What follows belongs to an exercise in optimizing a design on an open flow for small area, a short achievable clock period and few clock cycles per item; a production flow would make more cautious choices. At most, simulation tests tie the RTL to the original design; equivalence was not proved. Power figures rest on the tool's default switching activity, not on a simulated workload.

// wfg_divcalc
module wfg_divcalc (
    input  wire        clk,
    input  wire        rst,         
    input  wire        start,       
    input  wire [31:0] sysclk_hz,   
    input  wire [31:0] freq,        
    input  wire [31:0] len,         
    output wire        ready,
    output reg         done,        
    output wire [31:0] divider
);
Size in the first run: about 1600 cells after synthesis, ~15000 µm² of cells after synthesis.
==> module wfg_divcalc, before the edit <==
module wfg_divcalc (
    input  wire        clk,
    input  wire        rst,         
    input  wire        start,       
    input  wire [31:0] sysclk_hz,   
    input  wire [31:0] freq,        
    input  wire [31:0] len,         
    output wire        ready,
    output reg         done,        
    output wire [31:0] divider
);
    reg        a_full;      
    reg        a_fin;       
    reg [31:0] an;          
    reg [31:0] af;          
    reg        afovf;       
    reg [31:0] al;          
    reg [31:0] acc;         
    reg        abig;        
    reg        b_busy;
    reg  [5:0] count;       
    reg        nleft;       
    reg        n2left;      
    reg [31:0] xq;          
    reg [31:0] r;           
    reg [31:0] d;           
    reg        bbig;        
    wire take   = a_full & a_fin & ~b_busy;    
    assign ready   = ~a_full;
    assign divider = {xq[23:0], 8'h00};
    wire [31:0] sum;
    wire        sum_c;
    skl_add #(.W(32)) u_mul (.a(acc), .b(af & {32{al[0]}}), .cin(1'b0), .s(sum), .cout(sum_c));
    wire        ovf_nxt = abig | (al[0] & afovf) | sum_c;
    wire        mul_end = (al[31:1] == 31'd0);
    wire        x1      = nleft & xq[31];
    wire        x2      = n2left & xq[30];
    wire [32:0] t1      = {r, x1};
    wire [32:0] s1;
    wire        q1;      
    skl_add #(.W(33)) u_div1 (.a(t1), .b(~{1'b0, d}), .cin(1'b1), .s(s1), .cout(q1));
    wire [33:0] t2      = {r, x1, x2};
    wire [33:0] s2;
    wire        q2;      
    skl_add #(.W(34)) u_div2 (.a(t2), .b(~{2'b00, d}), .cin(1'b1), .s(s2), .cout(q2));
    wire        room2   = (count >= 6'd10) || (count >= 6'd2 && count <= 6'd8);
    wire        two     = ~q1 & room2;
    wire [31:0] r_two   = q2 ? s2[31:0] : t2[31:0];
    wire  [7:0] x8      = nleft ? xq[31:24] : 8'h00;
    wire [31:0] lo8;
    wire        ge8;     
    skl_add #(.W(32)) u_cmp (.a({r[23:0], x8}), .b(~d), .cin(1'b1), .s(lo8), .cout(ge8));
    wire        skip    = ~ge8 && (r[31:24] == 8'd0) && (count >= 6'd16 || count == 6'd8);
    wire        hi_zero = (xq == 32'd0);    
    wire        clamp   = bbig | ((count == 6'd8) & hi_zero);
    wire  [5:0] cnt_m1  = count - 6'd1;
    wire  [5:0] cnt_m2  = count - 6'd2;
    wire  [5:0] cnt_m8  = count - 6'd8;
    wire  [5:0] cnt_q0  = skip ? cnt_m8 : room2 ? cnt_m2 : cnt_m1;
    wire  [5:0] cnt_nxt = q1 ? cnt_m1 : cnt_q0;
    wire        last    = clamp | (count == 6'd1) | ((count == 6'd2) & ~q1) | ((count == 6'd8) & skip);
    always @(posedge clk) begin
        if (rst) begin
            a_full <= 1'b0;
            a_fin  <= 1'b0;
            b_busy <= 1'b0;
            done   <= 1'b0;
        end else begin
            if (!a_full) begin
                a_full <= start;
                a_fin  <= 1'b0;
            end else begin
                if (take)
                    a_full <= 1'b0;
                a_fin <= a_fin | mul_end | abig;
            end
            b_busy <= take | (b_busy & ~last);
            done   <= b_busy & last;
        end
    end
    always @(posedge clk) begin
        if (!a_full) begin
            an    <= sysclk_hz;
            af    <= freq;
            al    <= len;
            acc   <= 32'd0;
            afovf <= 1'b0;
            abig  <= 1'b0;
        end else begin
            af    <= {af[30:0], 1'b0};
            al    <= {1'b0, al[31:1]};
            if (!a_fin) begin
                acc   <= sum;
                afovf <= afovf | af[31];
                abig  <= ovf_nxt;
            end
        end
    end
    always @(posedge clk) begin
        if (take) begin
            xq    <= an;
            r     <= 32'd0;
            d     <= acc;
            bbig  <= abig;
            count <= 6'd40;
            nleft <= 1'b1;
            n2left <= 1'b1;
        end else begin
            r      <= q1 ? s1[31:0] : skip ? {r[23:0], x8} : room2 ? r_two : t1[31:0];
            count  <= cnt_nxt;
            nleft  <= (cnt_nxt > 6'd8);
            n2left <= (cnt_nxt > 6'd9);
            if (clamp)
                xq <= 32'h0000_0100;
            else if (q1)
                xq <= {xq[30:0], 1'b1};
            else
                xq <= skip ? {xq[23:0], 8'h00} : room2 ? {xq[29:0], 1'b0, q2} : {xq[30:0], 1'b0};
        end
    end
endmodule
export LEC_CHECK = 0
export CAP_MARGIN = 20
export CORE_MARGIN = 2
export CORE_UTILIZATION = 40
export PLACE_DENSITY = 0.6
export SLEW_MARGIN = 20
create_clock -name core_clock -period 10.0 [get_ports {clk}]
standard.sh (not shown) runs the stock make flow with config.mk's settings and CLKGATE_MAP_FILE= SYNTH_SCRIPT=/design/flow/synth_recipe.tcl, a recipe that flattens the netlist after the stock synthesis.
==> flow/flow/run.sh <==
#!/bin/bash
# Layout flow: the standard flow, with two changes to how the layout is
# made (the constraints, the clock period and the synthesis are unchanged):
#  - the port buffers are buf_4 cells instead of the resizer's default pick
#  - the slow delay cells are not used as repair buffers
#  - timing repair aims for 6.4 ns of setup slack, i.e. paths of at most 3.6 ns
# Each tool's full output goes to a log file in this folder.
set -euo pipefail

# the platform's don't-use list, plus the delay cells
DU="sky130_fd_sc_hd__probe_p_8 sky130_fd_sc_hd__probec_p_8 sky130_fd_sc_hd__lpflow_bleeder_1 sky130_fd_sc_hd__lpflow_clkbufkapwr_1 sky130_fd_sc_hd__lpflow_clkbufkapwr_16 sky130_fd_sc_hd__lpflow_clkbufkapwr_2 sky130_fd_sc_hd__lpflow_clkbufkapwr_4 sky130_fd_sc_hd__lpflow_clkbufkapwr_8 sky130_fd_sc_hd__lpflow_clkinvkapwr_1 sky130_fd_sc_hd__lpflow_clkinvkapwr_16 sky130_fd_sc_hd__lpflow_clkinvkapwr_2 sky130_fd_sc_hd__lpflow_clkinvkapwr_4 sky130_fd_sc_hd__lpflow_clkinvkapwr_8 sky130_fd_sc_hd__lpflow_decapkapwr_12 sky130_fd_sc_hd__lpflow_decapkapwr_3 sky130_fd_sc_hd__lpflow_decapkapwr_4 sky130_fd_sc_hd__lpflow_decapkapwr_6 sky130_fd_sc_hd__lpflow_decapkapwr_8 sky130_fd_sc_hd__lpflow_inputiso0n_1 sky130_fd_sc_hd__lpflow_inputiso0p_1 sky130_fd_sc_hd__lpflow_inputiso1n_1 sky130_fd_sc_hd__lpflow_inputiso1p_1 sky130_fd_sc_hd__lpflow_inputisolatch_1 sky130_fd_sc_hd__lpflow_isobufsrc_1 sky130_fd_sc_hd__lpflow_isobufsrc_16 sky130_fd_sc_hd__lpflow_isobufsrc_2 sky130_fd_sc_hd__lpflow_isobufsrc_4 sky130_fd_sc_hd__lpflow_isobufsrc_8 sky130_fd_sc_hd__lpflow_isobufsrckapwr_16 sky130_fd_sc_hd__lpflow_lsbuf_lh_hl_isowell_tap_1 sky130_fd_sc_hd__lpflow_lsbuf_lh_hl_isowell_tap_2 sky130_fd_sc_hd__lpflow_lsbuf_lh_hl_isowell_tap_4 sky130_fd_sc_hd__lpflow_lsbuf_lh_isowell_4 sky130_fd_sc_hd__lpflow_lsbuf_lh_isowell_tap_1 sky130_fd_sc_hd__lpflow_lsbuf_lh_isowell_tap_2 sky130_fd_sc_hd__lpflow_lsbuf_lh_isowell_tap_4"
DU="$DU sky130_fd_sc_hd__clkdlybuf4s15_1 sky130_fd_sc_hd__clkdlybuf4s15_2 sky130_fd_sc_hd__clkdlybuf4s18_1 sky130_fd_sc_hd__clkdlybuf4s18_2 sky130_fd_sc_hd__clkdlybuf4s25_1 sky130_fd_sc_hd__clkdlybuf4s25_2 sky130_fd_sc_hd__clkdlybuf4s50_1 sky130_fd_sc_hd__clkdlybuf4s50_2 sky130_fd_sc_hd__dlygate4sd1_1 sky130_fd_sc_hd__dlygate4sd2_1 sky130_fd_sc_hd__dlygate4sd3_1 sky130_fd_sc_hd__dlymetal6s2s_1 sky130_fd_sc_hd__dlymetal6s4s_1 sky130_fd_sc_hd__dlymetal6s6s_1"

# the standard synthesis, unchanged
bash standard.sh synth > synth.log 2>&1

# floorplan to final layout
bash standard.sh "DONT_USE_CELLS=$DU" "BUFFER_PORTS_ARGS=-buffer_cell sky130_fd_sc_hd__buf_4" SETUP_SLACK_MARGIN=6.4 finish > layout.log 2>&1
Change:
--- a/flow/design.v
+++ b/flow/design.v
@@ -56,8 +56,7 @@
     wire  [5:0] cnt_m1  = count - 6'd1;
     wire  [5:0] cnt_m2  = count - 6'd2;
     wire  [5:0] cnt_m8  = count - 6'd8;
-    wire  [5:0] cnt_q0  = skip ? cnt_m8 : room2 ? cnt_m2 : cnt_m1;
-    wire  [5:0] cnt_nxt = q1 ? cnt_m1 : cnt_q0;
+    wire  [5:0] cnt_nxt = skip ? cnt_m8 : two ? cnt_m2 : cnt_m1;
     wire        last    = clamp | (count == 6'd1) | ((count == 6'd2) & ~q1) | ((count == 6'd8) & skip);
     always @(posedge clk) begin
         if (rst) begin
@@ -106,16 +105,14 @@
             nleft <= 1'b1;
             n2left <= 1'b1;
         end else begin
-            r      <= q1 ? s1[31:0] : skip ? {r[23:0], x8} : room2 ? r_two : t1[31:0];
+            r      <= skip ? {r[23:0], x8} : two ? r_two : q1 ? s1[31:0] : t1[31:0];
             count  <= cnt_nxt;
             nleft  <= (cnt_nxt > 6'd8);
             n2left <= (cnt_nxt > 6'd9);
             if (clamp)
-                xq <= 32'h0000_0100;
-            else if (q1)
-                xq <= {xq[30:0], 1'b1};
+                xq[23:0] <= 24'h000100;
             else
-                xq <= skip ? {xq[23:0], 8'h00} : room2 ? {xq[29:0], 1'b0, q2} : {xq[30:0], 1'b0};
+                xq <= skip ? {xq[23:0], 8'h00} : two ? {xq[29:0], 1'b0, q2} : {xq[30:0], q1};
         end
     end
 endmodule
Routed wire length goes down by 6.3%. Power goes down by 0.72%. Global-route usage goes down by 0.80 points. Die area stays the same. Area after synthesis stays the same. Maximum frequency goes up by 1.5%. Register-to-register slack improved by 0.05 ns. Final area goes down by 0.74%.
Testbench counts after the change, summed over its fixed seeds: cycles 16,935, items 1,024.
Only the layout flow was run in the first run of this note; the RTL was not checked for function there.

==> afterwards: timing with drivers on the ports <==
Ports are ideal in the flow. The routed layouts listed here were re-timed in OpenROAD. Step 1 assumes that a clkbuf_16 drives the clock port and a buf_2 every other input. Step 2 times the ports against the registers' clock, not the clock port: input delays grow and output delays shrink by t, the midpoint of the rising clock arrivals with the driver on. Three values: no drivers, after step 1, after step 2; two values: the first two.
run | t (ns) | setup slack, ns | hold slack, ns
the first run | 0.594 | 6.485 / 6.484 / 6.485 | 0.426 / 0.426 / 0.426
the second run | 0.599 | 6.537 / 6.485 / 6.543 | 0.468 / 0.468 / 0.468
After both steps every run listed still meets setup and hold.
